What follows belongs to an exercise in optimizing a design on an open flow for small area; a production flow would make more cautious choices.
The RTL was checked by simulation tests, not by an equivalence proof against the original design.

==> job 4419: inputs <==
Design pft, start of the top module:
module pft (
    input  wire       clk,
    input  wire       rst,           
    input  wire       bus_sel,
    input  wire       bus_we,
    input  wire [8:0] bus_addr,
    input  wire [7:0] bus_wdata,
    output reg  [7:0] bus_rdata,
    output wire       txd,
    input  wire       rxd,
    output wire       irq,
    output wire       ev_dispatch,
    output wire       ev_valid,
    output wire       ev_syncerr
);
Settings: LEC_CHECK=0, CAP_MARGIN=20, CORE_MARGIN=2, CORE_UTILIZATION=40, GPL_ROUTABILITY_DRIVEN=0, SLEW_MARGIN=20; clock period 20.0 ns.
standard.sh (not shown) runs the stock make flow with config.mk's settings and CLKGATE_MAP_FILE= SYNTH_SCRIPT=/design/flow/synth_recipe.tcl, a recipe that flattens the netlist after the stock synthesis.
==> flow/flow/run.sh <==
#!/bin/bash
# Layout flow: the standard flow (standard.sh), with two changes after the
# standard synthesis:
#   - clock tree: clkbuf_8 leaf buffers over clusters of at most 14 sinks,
#     clkbuf_16 for the rest of the tree, and no dummy loads
#   - the placement and timing repair do not use buf_4 (the platform's
#     don't-use list plus buf_4)
# Each step's full output goes to a log file in this folder.
set -euo pipefail
cd "$(dirname "$0")/.."

# the standard synthesis, unchanged
bash standard.sh synth > log_synth.txt 2>&1

export CTS_ARGS="-sink_clustering_enable -repair_clock_nets -sink_clustering_size 14 -sink_clustering_max_diameter 80 -buf_list sky130_fd_sc_hd__clkbuf_16 -sink_clustering_buffer sky130_fd_sc_hd__clkbuf_8 -dont_use_dummy_load"
DU="sky130_fd_sc_hd__probe_p_8 sky130_fd_sc_hd__probec_p_8 sky130_fd_sc_hd__lpflow_bleeder_1 sky130_fd_sc_hd__lpflow_clkbufkapwr_1 sky130_fd_sc_hd__lpflow_clkbufkapwr_16 sky130_fd_sc_hd__lpflow_clkbufkapwr_2 sky130_fd_sc_hd__lpflow_clkbufkapwr_4 sky130_fd_sc_hd__lpflow_clkbufkapwr_8 sky130_fd_sc_hd__lpflow_clkinvkapwr_1 sky130_fd_sc_hd__lpflow_clkinvkapwr_16 sky130_fd_sc_hd__lpflow_clkinvkapwr_2 sky130_fd_sc_hd__lpflow_clkinvkapwr_4 sky130_fd_sc_hd__lpflow_clkinvkapwr_8 sky130_fd_sc_hd__lpflow_decapkapwr_12 sky130_fd_sc_hd__lpflow_decapkapwr_3 sky130_fd_sc_hd__lpflow_decapkapwr_4 sky130_fd_sc_hd__lpflow_decapkapwr_6 sky130_fd_sc_hd__lpflow_decapkapwr_8 sky130_fd_sc_hd__lpflow_inputiso0n_1 sky130_fd_sc_hd__lpflow_inputiso0p_1 sky130_fd_sc_hd__lpflow_inputiso1n_1 sky130_fd_sc_hd__lpflow_inputiso1p_1 sky130_fd_sc_hd__lpflow_inputisolatch_1 sky130_fd_sc_hd__lpflow_isobufsrc_1 sky130_fd_sc_hd__lpflow_isobufsrc_16 sky130_fd_sc_hd__lpflow_isobufsrc_2 sky130_fd_sc_hd__lpflow_isobufsrc_4 sky130_fd_sc_hd__lpflow_isobufsrc_8 sky130_fd_sc_hd__lpflow_isobufsrckapwr_16 sky130_fd_sc_hd__lpflow_lsbuf_lh_hl_isowell_tap_1 sky130_fd_sc_hd__lpflow_lsbuf_lh_hl_isowell_tap_2 sky130_fd_sc_hd__lpflow_lsbuf_lh_hl_isowell_tap_4 sky130_fd_sc_hd__lpflow_lsbuf_lh_isowell_4 sky130_fd_sc_hd__lpflow_lsbuf_lh_isowell_tap_1 sky130_fd_sc_hd__lpflow_lsbuf_lh_isowell_tap_2 sky130_fd_sc_hd__lpflow_lsbuf_lh_isowell_tap_4 sky130_fd_sc_hd__buf_4"
bash standard.sh "DONT_USE_CELLS=$DU" finish > log_layout.txt 2>&1
==> job 6836 (differences from job 4419) <==
--- a/flow/design.v
+++ b/flow/design.v
@@ -64,14 +64,15 @@
     reg         txd_r;
     reg         tx_done;
     reg  [1:0]  sync;
     reg  [2:0]  rx_st;
     reg  [3:0]  rx_bit;              
     reg  [7:0]  rx_byte;
-    reg         rx_par;              
+    reg         rx_par;
     reg  [9:0]  rx_acc;
+    reg         rx_pbit;
     reg  [31:0] rx_cnt;              
     reg  [31:0] rx_pq;
     wire [23:0] rx_p    = rx_pq[23:0];
     wire [7:0]  rx_prev = rx_pq[31:24];
     wire [31:0] rx_q    = rx_pq;
     reg         ev_dispatch_r;
@@ -88,58 +89,45 @@
     wire [2:0] rxstate = (rx_st == RX_GAP) ? RX_IDLE : rx_st;
     wire [7:0] status  = {2'b00, tx_done, rx_recovering, rx_active, rx_valid, rx_ready, tx_busy};
     assign irq = (irqen[0] & rx_ready) | (irqen[1] & (errflags != 8'd0)) | (irqen[2] & tx_done);
     wire bus_rd = bus_sel & ~bus_we;
     wire bus_wr = bus_sel &  bus_we;
     wire [6:0] ra = bus_addr[6:0];
-    reg [63:0] roh;                  
-    always @* for (i = 0; i < 64; i = i + 1) roh[i] = (ra[5:0] == i);
-    wire ra6 = ra[6];
-    wire [2:0] tp_bsel = bus_addr[6] ? bus_addr[5:3] : txlen[5:3];
-    reg [63:0] tp_blk8;               
-    always @* begin
-        tp_blk8 = 64'd0;
-        for (i = 0; i < 7; i = i + 1)
-            tp_blk8 = tp_blk8 | (txpayload[64*i +: 64] & {64{tp_bsel == i}});
-        tp_blk8 = tp_blk8 | ({8'd0, txpayload[448 +: 56]} & {64{tp_bsel == 3'd7}});
-    end
+    reg [126:0] roh;                 
+    always @* for (i = 0; i < 127; i = i + 1) roh[i] = (ra == i);
     reg [7:0] rd_tp;
     always @* begin
         rd_tp = 8'h00;
-        for (i = 0; i < 8; i = i + 1)
-            rd_tp = rd_tp | (tp_blk8[8*i +: 8] & {8{ra[2:0] == i}});
+        for (i = 0; i < 63; i = i + 1)
+            rd_tp = rd_tp | (txpayload[8*i +: 8] & {8{roh[64+i]}});
     end
     wire [6:0] wl2 = {1'b0, wl} + 7'd2;
     wire [6:0] wl3 = {1'b0, wl} + 7'd3;
     reg [7:0] rd_tw_pl;
     always @* begin
-        rd_tw_pl = wpay[8*62 +: 8] & {8{roh[0] & ra6}};
-        for (i = 0; i < 62; i = i + 1)
-            rd_tw_pl = rd_tw_pl | (wpay[8*i +: 8] & {8{roh[i+2] & ~ra6}});
+        rd_tw_pl = 8'h00;
+        for (i = 0; i < 63; i = i + 1)
+            rd_tw_pl = rd_tw_pl | (wpay[8*i +: 8] & {8{roh[i+2]}});
     end
     wire [7:0] rd_tw = (rd_tw_pl & {8{ra < wl2}})
-                     | ({2'b00, wcmd, 2'b00} & {8{roh[0] & ~ra6}})
-                     | ({1'b0, wl, 1'b0} & {8{roh[1] & ~ra6}})
+                     | ({2'b00, wcmd, 2'b00} & {8{roh[0]}})
+                     | ({1'b0, wl, 1'b0} & {8{roh[1]}})
                      | ({6'd0, wcs[9:8]} & {8{ra == wl2}})
                      | (wcs[7:0] & {8{ra == wl3}});
     reg [7:0] rd_rp;
     always @* begin
         rd_rp = 8'h00;
         for (i = 0; i < 63; i = i + 1)
             rd_rp = rd_rp | (rxpay[8*i +: 8] & {8{roh[i]}});
     end
-    reg [7:0] rd_rw_lo, rd_rw_hi;
+    reg [7:0] rd_rw;
     always @* begin
-        rd_rw_lo = 8'h00;
-        for (i = 0; i < 64; i = i + 1)
-            rd_rw_lo = rd_rw_lo | (rxw[8*i +: 8] & {8{roh[i]}});
-        rd_rw_hi = 8'h00;
-        for (i = 64; i < 67; i = i + 1)
-            rd_rw_hi = rd_rw_hi | (rxw[8*i +: 8] & {8{roh[i-64]}});
+        rd_rw = 8'h00;
+        for (i = 0; i < 67; i = i + 1)
+            rd_rw = rd_rw | (rxw[8*i +: 8] & {8{roh[i]}});
     end
-    wire [7:0] rd_rw = ra6 ? rd_rw_hi : rd_rw_lo;
     reg [7:0] rd_reg;
     always @* begin
         case (bus_addr[5:0])
             6'h00: rd_reg = {7'd0, rx_en};
             6'h01: rd_reg = status;
             6'h02: rd_reg = errflags;
@@ -167,13 +155,13 @@
     end
     wire rd_en = ~rst & bus_rd;
     wire [3:0] rsel = {bus_addr[8:7] == 2'b11, bus_addr[8:7] == 2'b10,
                        bus_addr[8:7] == 2'b01, bus_addr[8:7] == 2'b00};
     always @* begin
         bus_rdata = ((rd_reg & {8{rsel[0] & ~bus_addr[6]}})
-                   | (rd_tp  & {8{rsel[0] & bus_addr[6]}})
+                   | (rd_tp  & {8{rsel[0]}})
                    | (rd_tw  & {8{rsel[1]}})
                    | (rd_rp  & {8{rsel[2] & (ra < {1'b0, rxlen})}})
                    | (rd_rw  & {8{rsel[3] & (ra < wcnt)}})) & {8{rd_en}};
     end
     wire wr_ctrl     = bus_wr && (bus_addr == 9'h000);
     wire cmd_txstart = wr_ctrl &  bus_wdata[1];
@@ -210,36 +198,36 @@
         for (i = 0; i < 63; i = i + 1)
             if (tp_en[i]) txpayload[8*i +: 8] <= tp_d;
     wire enc_req  = (cmd_txstart | cmd_enconly) & ~tx_busy;
     wire enc_ok   = enc_req & ~txlen[6];
     wire enc_fail = enc_req &  txlen[6];
     wire tx_begin = cmd_txstart & ~tx_busy & ~txlen[6];
-    reg  [54:0] tp_bs_r;
-    wire [55:0] tp_bs = {1'b0, tp_bs_r};
-    wire        tp_wr  = bus_wr & (bus_addr[8:6] == 3'b001) & (bus_addr[5:0] != 6'd63);
-    wire [2:0]  tp_blkb = bus_addr[5:3];
+    reg  [55:0] tp_bs;               
     wire [2:0]  enc_q = txlen[5:3];
     wire [2:0]  enc_r = txlen[2:0];
     reg  [7:0]  enc_mq;
     reg  [6:0]  enc_mr;
-    wire [55:0] enc_pb = tp_wr ? {tp_blk8[55:16], ~rd_tp, bus_wdata} : tp_blk8[55:0];
+    reg  [55:0] enc_pb;              
     always @* begin
+        for (i = 0; i < 8; i = i + 1) enc_mq[i] = (i < enc_q);
+        for (i = 0; i < 7; i = i + 1) enc_mr[i] = (i < enc_r);
+        enc_pb = 56'd0;
         for (i = 0; i < 8; i = i + 1)
-            enc_mq[i] = tp_wr ? (i == tp_blkb) : (i < enc_q);
-        for (i = 0; i < 7; i = i + 1)
-            enc_mr[i] = tp_wr ? (i < 2) : (i < enc_r);
+            if (enc_q == i)
+                enc_pb = enc_pb | txpayload[64*i +: 56];
     end
     wire [9:0] enc_cs;
     pft_cstree u_cs (.pb(enc_pb), .mr(enc_mr), .bs(tp_bs), .mq(enc_mq),
-                     .h({txcmd, txlen[5:0]} & {10{~tp_wr}}), .cs(enc_cs));
-    wire [6:0]  bs_new = enc_cs[6:0] - 7'd8;
+                     .h({txcmd, txlen[5:0]}), .cs(enc_cs));
+    wire        tp_wr  = bus_wr & (bus_addr[8:6] == 3'b001) & (bus_addr[5:0] != 6'd63);
+    wire [2:0]  tp_blk = bus_addr[5:3];
+    wire [6:0]  bs_new = tp_bs[7*tp_blk +: 7] + {3'd0, pop8(bus_wdata)} - {3'd0, pop8(rd_tp)};
     always @(posedge clk)
         for (i = 0; i < 8; i = i + 1)
-            if (rst | (tp_wr & (tp_blkb == i)))
-                if (i < 7) tp_bs_r[7*i +: 7] <= bs_new & {7{~rst}};
-                else       tp_bs_r[54:49]  <= bs_new[5:0] & {6{~rst}};
+            if (rst | (tp_wr & (tp_blk == i)))
+                tp_bs[7*i +: 7] <= bs_new & {7{~rst}};
     always @(posedge clk)
         if (enc_ok) wpay <= txpayload;
     wire       tx_due = (tx_cnt == tx_p);
     reg [66:0] toh;
     always @* for (i = 0; i < 67; i = i + 1) toh[i] = (tx_idx == i);
     reg [7:0] tx_pl;
@@ -273,14 +261,14 @@
     wire rx_e_stop1   = (rx_st == RX_STOP1)  & ~line & rx_due;
     wire rx_e_stop2   = (rx_st == RX_STOP2)  & ~line & rx_due;
     wire rx_commit    = (rx_st == RX_STOP2)  &  line & rx_due;
     wire rx_e_length  = rx_commit & (rx_k == 7'd2) & rx_byte[7];
     wire rx_fin       = (rx_st == RX_FINAL)  & rx_due;
     wire rx_e_final   = rx_fin & ~line;
-    wire rx_e_parity  = rx_fin & rx_par;
-    wire rx_dispatch  = rx_fin & line & ~rx_par;
+    wire rx_e_parity  = rx_fin & (rx_pbit != rx_par);
+    wire rx_dispatch  = rx_fin & line & (rx_pbit == rx_par);
     wire rx_err       = rx_e_timeout | rx_e_stop1 | rx_e_stop2 | rx_e_length |
                         rx_e_final | rx_e_parity;
     always @(posedge clk)
         if (rx_en_w && rx_commit)
             for (i = 0; i < 67; i = i + 1)
                 if (wcnt == i)
@@ -447,13 +435,13 @@
                                 rx_st  <= RX_GAP;
                             end
                         end
                     end
                     RX_PARITY: begin
                         if (rx_due) begin
-                            rx_par  <= rx_par ^ line;
+                            rx_pbit <= line;
                             rx_cnt <= 32'd1;
                             rx_st   <= RX_FINAL;
                         end
                     end
                     RX_FINAL: begin
                         if (rx_dispatch) begin
--- a/flow/config.mk
+++ b/flow/config.mk
@@ -5,8 +5,7 @@
 export SDC_FILE = /design/flow/constraint.sdc
 export NUM_CORES = 8
 export LEC_CHECK = 0
 export CAP_MARGIN = 20
 export CORE_MARGIN = 2
 export CORE_UTILIZATION = 40
-export GPL_ROUTABILITY_DRIVEN = 0
 export SLEW_MARGIN = 20
==> job 3931 (differences from job 4419) <==
--- a/flow/design.v
+++ b/flow/design.v
@@ -212,29 +212,27 @@
     wire enc_req  = (cmd_txstart | cmd_enconly) & ~tx_busy;
     wire enc_ok   = enc_req & ~txlen[6];
     wire enc_fail = enc_req &  txlen[6];
     wire tx_begin = cmd_txstart & ~tx_busy & ~txlen[6];
     reg  [54:0] tp_bs_r;
     wire [55:0] tp_bs = {1'b0, tp_bs_r};
-    wire        tp_wr  = bus_wr & (bus_addr[8:6] == 3'b001) & (bus_addr[5:0] != 6'd63);
-    wire [2:0]  tp_blkb = bus_addr[5:3];
     wire [2:0]  enc_q = txlen[5:3];
     wire [2:0]  enc_r = txlen[2:0];
     reg  [7:0]  enc_mq;
     reg  [6:0]  enc_mr;
-    wire [55:0] enc_pb = tp_wr ? {tp_blk8[55:16], ~rd_tp, bus_wdata} : tp_blk8[55:0];
+    wire [55:0] enc_pb = tp_blk8[55:0];   
     always @* begin
-        for (i = 0; i < 8; i = i + 1)
-            enc_mq[i] = tp_wr ? (i == tp_blkb) : (i < enc_q);
-        for (i = 0; i < 7; i = i + 1)
-            enc_mr[i] = tp_wr ? (i < 2) : (i < enc_r);
+        for (i = 0; i < 8; i = i + 1) enc_mq[i] = (i < enc_q);
+        for (i = 0; i < 7; i = i + 1) enc_mr[i] = (i < enc_r);
     end
     wire [9:0] enc_cs;
     pft_cstree u_cs (.pb(enc_pb), .mr(enc_mr), .bs(tp_bs), .mq(enc_mq),
-                     .h({txcmd, txlen[5:0]} & {10{~tp_wr}}), .cs(enc_cs));
-    wire [6:0]  bs_new = enc_cs[6:0] - 7'd8;
+                     .h({txcmd, txlen[5:0]}), .cs(enc_cs));
+    wire        tp_wr  = bus_wr & (bus_addr[8:6] == 3'b001) & (bus_addr[5:0] != 6'd63);
+    wire [2:0]  tp_blkb = bus_addr[5:3];
+    wire [6:0]  bs_new = tp_bs[7*tp_blkb +: 7] + {3'd0, pop8(bus_wdata)} - {3'd0, pop8(rd_tp)};
     always @(posedge clk)
         for (i = 0; i < 8; i = i + 1)
             if (rst | (tp_wr & (tp_blkb == i)))
                 if (i < 7) tp_bs_r[7*i +: 7] <= bs_new & {7{~rst}};
                 else       tp_bs_r[54:49]  <= bs_new[5:0] & {6{~rst}};
     always @(posedge clk)
--- a/flow/config.mk
+++ b/flow/config.mk
@@ -5,8 +5,7 @@
 export SDC_FILE = /design/flow/constraint.sdc
 export NUM_CORES = 8
 export LEC_CHECK = 0
 export CAP_MARGIN = 20
 export CORE_MARGIN = 2
 export CORE_UTILIZATION = 40
-export GPL_ROUTABILITY_DRIVEN = 0
 export SLEW_MARGIN = 20
==> impl_metrics.json <==
{
  "status": "did not finish",
  "haltStage": "5_1_grt",
  "error": "[ERROR GRT-0116] Global routing finished with congestion. Check the congestion regions in the DRC Viewer.",
  "synthCells": 7216,
  "global_route.usage.met3_pct": 38.1,
  "synth_xor_xnor_area_share_pct": 1.46,
  "clock-sinks": 2407,
  "grt_usage_pct": 46.9,
  "start_util_pct": 40.3,
  "muxShareOfSynthArea_pct": 1.66,
  "synth.distinct_cells": 84
}
# the run above: job 4419

==> impl_metrics.json <==
{
  "status": "complete, no violations",
  "synthCells": 7291,
  "p_comb_mw": 0.790,
  "grt_overflow": 0,
  "io_pins": 35,
  "start_util_pct": 40.2,
  "clock-sinks": 2409,
  "synth_xor_xnor_area_share_pct": 1.49,
  "synth.distinct_cells": 86,
  "grt_usage_pct": 48.6,
  "global_route.usage.met3_pct": 20.8,
  "maxPowerGroup": "registers"
}
# the run above: job 6836

==> impl_metrics.json <==
{
  "clock-sinks": 2407,
  "synth-warning-count": 1,
  "synth_xor_xnor_area_share_pct": 1.45,
  "p_seq_share_pct": 61.6,
  "fin_crit_sh_pct": 88.3,
  "netlist_area_um2": 103000,
  "synthCells": 7277,
  "largest_class": "flip-flops and latches",
  "status": "complete, no violations",
  "power.total_mw": 9.68,
  "grt_usage_pct": 52.5,
  "synth.distinct_cells": 96,
  "clk_latency_ns": 0.94,
  "muxShareOfSynthArea_pct": 2.11,
  "sh_seq_area_pct": 62.9,
  "maxPowerGroup": "registers",
  "vdd_drop_max_uv": 111,
  "global_route.usage.met3_pct": 28.8,
  "start_util_pct": 40.3
}
# the run above: job 3931

==> separate check: timing with driven ports <==
How much do the figures lean on ideal ports? The routed layouts below were timed once more, with nothing changed but the port constraints.
Step 1 (the two cells are an assumption about what drives the block):
set clk [get_ports {clk}]
set_driving_cell -lib_cell sky130_fd_sc_hd__clkbuf_16 $clk
set_driving_cell -lib_cell sky130_fd_sc_hd__buf_2 [delete_from_list [all_inputs] $clk]
Step 2 also shifts input and output timing later by t, the mid clock arrival at the registers, as if the neighbouring blocks saw the same clock.
a / b / c = ideal / step 1 / step 2; a / b = the first two.
| run | t, ns | setup WS [ns] | cell pins on the clock port's net |
|---|---|---|---|
| job 6836 | 0.948 | 4.792 / 4.792 / 4.792 | 1 |
| job 3931 | 0.970 | 2.349 / 2.410 / 1.440 | 1 |
After both steps every run listed still meets setup and hold. The setup slack of job 3931, which loses most, moves by +0.061 ns with the drivers and by -0.909 ns with both steps.
